Context: an optimization exercise on an open-source flow, tuned for small area and a short achievable clock period. The choices shown serve that exercise and are no tape-out recipe.
RTL that was checked went through simulation tests only; none was proved equivalent to the original.
Power and IR drop assume default switching activity.

Setup of run R:
==> flow/design.v <==
module fp32_add (
    input  wire        clk,
    input  wire        rst,         
    input  wire        in_valid,
    input  wire [31:0] a,
    input  wire [31:0] b,
    output reg         out_valid,
    output reg  [31:0] y
);
    reg v0, v1, v2, v3;
    always @(posedge clk) begin
        if (rst) begin
            v0 <= 1'b0; v1 <= 1'b0; v2 <= 1'b0; v3 <= 1'b0;
            out_valid <= 1'b0;
        end else begin
            v0 <= in_valid; v1 <= v0; v2 <= v1; v3 <= v2;
            out_valid <= v3;
        end
    end
    reg [31:0] a0, b0;
    always @(posedge clk) begin
        a0 <= a;
        b0 <= b;
    end
    wire [7:0]  ea = a0[30:23];
    wire [7:0]  eb = b0[30:23];
    wire        a_max = &ea;
    wire        b_max = &eb;
    wire        a_fz  = ~|a0[22:0];
    wire        b_fz  = ~|b0[22:0];
    wire        a_nan = a_max & ~a_fz;
    wire        special = a_max | b_max;
    wire        inf_inf_opp = a_max & b_max & a_fz & b_fz & (a0[31] ^ b0[31]);
    wire        b_larger = {b0[30:0], a0[31]} > {a0[30:0], 1'b0};
    wire        swap = b_larger & ~a_nan;
    wire [31:0] big = swap ? b0 : a0;
    wire [31:0] sml = swap ? a0 : b0;
    wire [7:0]  xa = {ea[7:1], ea[0] | ~|ea};
    wire [7:0]  xb = {eb[7:1], eb[0] | ~|eb};
    wire [7:0]  d_ab = xa - xb;
    wire [7:0]  d_ba = xb - xa;
    wire [7:0]  d    = swap ? d_ba : d_ab;
    wire [4:0]  d_sat = d[4:0] | {5{|d[7:5]}};
    reg  [7:0]  r1_e;       
    reg  [22:0] r1_f;       
    reg         r1_s;       
    reg  [23:0] r1_m;       
    reg  [4:0]  r1_d;
    reg         r1_sub;
    always @(posedge clk) begin
        r1_e   <= big[30:23];
        r1_f   <= big[22:0] | {inf_inf_opp, 22'd0};
        r1_s   <= big[31] & ~inf_inf_opp;
        r1_m   <= {|sml[30:23], sml[22:0]} & {24{~special}};
        r1_d   <= d_sat;
        r1_sub <= a0[31] ^ b0[31];
    end
    wire [7:0]  x_big = {r1_e[7:1], r1_e[0] | ~|r1_e};
    wire [26:0] m_big = {|r1_e, r1_f, 3'b000};
    wire [26:0] m_sml = {r1_m, 3'b000};
    reg  [26:0] v;
    reg         st;
    always @* begin
        v  = m_sml;
        st = 1'b0;
        if (r1_d[4]) begin st = st | (|v[15:0]); v = v >> 16; end
        if (r1_d[3]) begin st = st | (|v[7:0]);  v = v >> 8;  end
        if (r1_d[2]) begin st = st | (|v[3:0]);  v = v >> 4;  end
        if (r1_d[1]) begin st = st | (|v[1:0]);  v = v >> 2;  end
        if (r1_d[0]) begin st = st | v[0];       v = v >> 1;  end
    end
    wire [26:0] m_al = {v[26:1], v[0] | st};
    wire [28:0] s_ext = {1'b0, m_big, 1'b1} + {{1'b0, m_al} ^ {28{r1_sub}}, r1_sub};
    reg  [27:0] r2_sum;
    reg  [7:0]  r2_x;
    reg         r2_s;
    always @(posedge clk) begin
        r2_sum <= s_ext[28:1];
        r2_x   <= x_big;
        r2_s   <= r1_s;
    end
    wire [27:0] marker = (r2_x <= 8'd27) ? (28'h8000000 >> r2_x[4:0]) : 28'd0;
    wire [27:0] lzin   = r2_sum | marker;
    function [4:0] lzc28;
        input [27:0] v;
        integer i;
        reg found;
        begin
            lzc28 = 5'd0;
            found = 1'b0;
            for (i = 27; i >= 0; i = i - 1) begin
                if (!found && v[i]) begin
                    lzc28 = 5'd27 - i[4:0];
                    found = 1'b1;
                end
            end
        end
    endfunction
    wire [4:0]  n     = lzc28(lzin);
    wire        zero  = ~|lzin;
    wire [27:0] norm  = r2_sum << n;
    wire [7:0]  e_pre = zero ? 8'd0 : (r2_x - {3'd0, n} + {7'd0, norm[27]});
    wire        ovf   = r2_sum[27] & (r2_x == 8'd254);
    reg  [7:0]  r3_e;
    reg  [22:0] r3_f;
    reg         r3_l, r3_g, r3_t;
    reg         r3_s;
    always @(posedge clk) begin
        r3_e <= e_pre;
        r3_f <= norm[26:4] & {23{~ovf}};
        r3_l <= norm[4] & ~ovf;
        r3_g <= norm[3] & ~ovf;
        r3_t <= |norm[2:0];
        r3_s <= r2_s;
    end
    wire        inc = r3_g & (r3_l | r3_t);
    wire [30:0] rounded = {r3_e, r3_f} + {30'd0, inc};
    always @(posedge clk)
        y <= {r3_s, rounded};
endmodule
clock: 17.0 ns
lec_check: 0
cap_margin: 20
core_margin: 2
core_utilization: 40
slew_margin: 20
run.sh (not shown) runs the stock make flow with config.mk's settings and CLKGATE_MAP_FILE= SYNTH_SCRIPT=/design/flow/synth_recipe.tcl, a recipe that flattens the netlist after the stock synthesis.
In summary, run R completed successfully, with a layout that passed the timing, DRC and antenna checks.
Changes in run E relative to run R:
==> flow/design.v <==
module fp32_add (
    input  wire        clk,
    input  wire        rst,         
    input  wire        in_valid,
    input  wire [31:0] a,
    input  wire [31:0] b,
    output reg         out_valid,
    output reg  [31:0] y
);
    reg v0, v1, v2, v3;
    always @(posedge clk) begin
        if (rst) begin
            v0 <= 1'b0; v1 <= 1'b0; v2 <= 1'b0; v3 <= 1'b0;
            out_valid <= 1'b0;
        end else begin
            v0 <= in_valid; v1 <= v0; v2 <= v1; v3 <= v2;
            out_valid <= v3;
        end
    end
    reg [31:0] a0, b0;
    always @(posedge clk) begin
        a0 <= a;
        b0 <= b;
    end
    wire [7:0]  ea = a0[30:23];
    wire [7:0]  eb = b0[30:23];
    wire        a_max = &ea;
    wire        b_max = &eb;
    wire        a_fz  = ~|a0[22:0];
    wire        b_fz  = ~|b0[22:0];
    wire        a_nan = a_max & ~a_fz;
    wire        special = a_max | b_max;
    wire        inf_inf_opp = a_max & b_max & a_fz & b_fz & (a0[31] ^ b0[31]);
    wire        b_larger = {b0[30:0], a0[31]} > {a0[30:0], 1'b0};
    wire        swap = b_larger & ~a_nan;
    wire [31:0] big = swap ? b0 : a0;
    wire [31:0] sml = swap ? a0 : b0;
    wire [7:0]  xa = {ea[7:1], ea[0] | ~|ea};
    wire [7:0]  xb = {eb[7:1], eb[0] | ~|eb};
    wire [8:0]  d_ab = {1'b0, xa} - {1'b0, xb};
    wire [7:0]  d_ba = xb - xa;
    wire [7:0]  d    = d_ab[8] ? d_ba : d_ab[7:0];
    wire [4:0]  d_sat = d[4:0] | {5{|d[7:5]}};
    reg  [7:0]  r1_e;       
    reg  [22:0] r1_f;       
    reg         r1_s;       
    reg  [23:0] r1_m;       
    reg  [4:0]  r1_d;
    reg         r1_sub;
    always @(posedge clk) begin
        r1_e   <= big[30:23];
        r1_f   <= big[22:0] | {inf_inf_opp, 22'd0};
        r1_s   <= big[31] & ~inf_inf_opp;
        r1_m   <= {|sml[30:23], sml[22:0]} & {24{~special}};
        r1_d   <= d_sat;
        r1_sub <= a0[31] ^ b0[31];
    end
    wire [7:0]  x_big = {r1_e[7:1], r1_e[0] | ~|r1_e};
    wire [26:0] m_big = {|r1_e, r1_f, 3'b000};
    wire [26:0] m_sml = {r1_m, 3'b000};
    reg  [26:0] v;
    reg         st;
    always @* begin
        v  = m_sml;
        st = 1'b0;
        if (r1_d[4]) begin st = st | (|v[15:0]); v = v >> 16; end
        if (r1_d[3]) begin st = st | (|v[7:0]);  v = v >> 8;  end
        if (r1_d[2]) begin st = st | (|v[3:0]);  v = v >> 4;  end
        if (r1_d[1]) begin st = st | (|v[1:0]);  v = v >> 2;  end
        if (r1_d[0]) begin st = st | v[0];       v = v >> 1;  end
    end
    wire [26:0] m_al = {v[26:1], v[0] | st};
    wire [28:0] s_ext = {1'b0, m_big, 1'b1} + {{1'b0, m_al} ^ {28{r1_sub}}, r1_sub};
    reg  [27:0] r2_sum;
    reg  [7:0]  r2_x1;      
    reg         r2_s;
    always @(posedge clk) begin
        r2_sum <= s_ext[28:1];
        r2_x1  <= x_big + 8'd1;
        r2_s   <= r1_s;
    end
    wire [28:0] mk_sh  = 29'h10000000 >> r2_x1[4:0];
    wire [27:0] marker = (r2_x1 <= 8'd28) ? mk_sh[27:0] : 28'd0;
    wire [27:0] lzin   = r2_sum | marker;
    function [4:0] lzc28;
        input [27:0] v;
        integer i;
        reg found;
        begin
            lzc28 = 5'd0;
            found = 1'b0;
            for (i = 27; i >= 0; i = i - 1) begin
                if (!found && v[i]) begin
                    lzc28 = 5'd27 - i[4:0];
                    found = 1'b1;
                end
            end
        end
    endfunction
    wire [4:0]  n     = lzc28(lzin);
    wire [27:0] norm  = r2_sum << n;
    wire [7:0]  e_pre = r2_x1 - {3'd0, n};
    wire        ovf   = r2_sum[27] & (&r2_x1);
    reg  [7:0]  r3_e;
    reg         r3_h;
    reg  [22:0] r3_f;
    reg         r3_g, r3_t;
    reg         r3_s;
    always @(posedge clk) begin
        r3_e <= e_pre;
        r3_h <= norm[27];
        r3_f <= norm[26:4] & {23{~ovf}};
        r3_g <= norm[3] & ~ovf;
        r3_t <= |norm[2:0];
        r3_s <= r2_s;
    end
    wire        inc = r3_g & (r3_f[0] | r3_t);
    wire [30:0] rounded = {r3_e & {8{r3_h}}, r3_f} + {30'd0, inc};
    always @(posedge clk)
        y <= {r3_s, rounded};
endmodule
[summary]
- Of run E and run R, it is run E that has the lower design area.
- Going from run R to run E, clock power grew by a few percent.
- Run E went all the way through the flow, and no timing, DRC or antenna check failed.
- Going from run R to run E, power dissipated by switching net loads down about 0.9%, number of global-route vias before repair down 512.
- Run E against run R: total overflow reported by the global router closely matched the old numbers, wire length reported by the detailed router went up about 1.5%.
Function not checked in run E: the RTL went through the layout flow alone.

-- re-timing with driven ports --
Ports are ideal in the flow. The routed layouts listed here were re-timed in OpenROAD. Step 1, drivers: a clkbuf_16 drives clk and a buf_2 each remaining input, both assumed. Step 2 times the ports against the registers' clock, not the clock port: input delays grow and output delays shrink by t, the midpoint of the rising clock arrivals with the driver on. Three values: ideal ports, drivers, drivers and shift; two values: the first two.
| run | shift t [ns] | setup slack, ns | hold slack, ns |
|---|---|---|---|
| run R | 0.599 | 11.203 / 11.203 / 11.203 | 0.328 / 0.328 / 0.328 |
| run E | 0.587 | 11.792 / 11.792 / 11.792 | 0.340 / 0.340 / 0.340 |
After both steps every run listed still meets setup and hold.
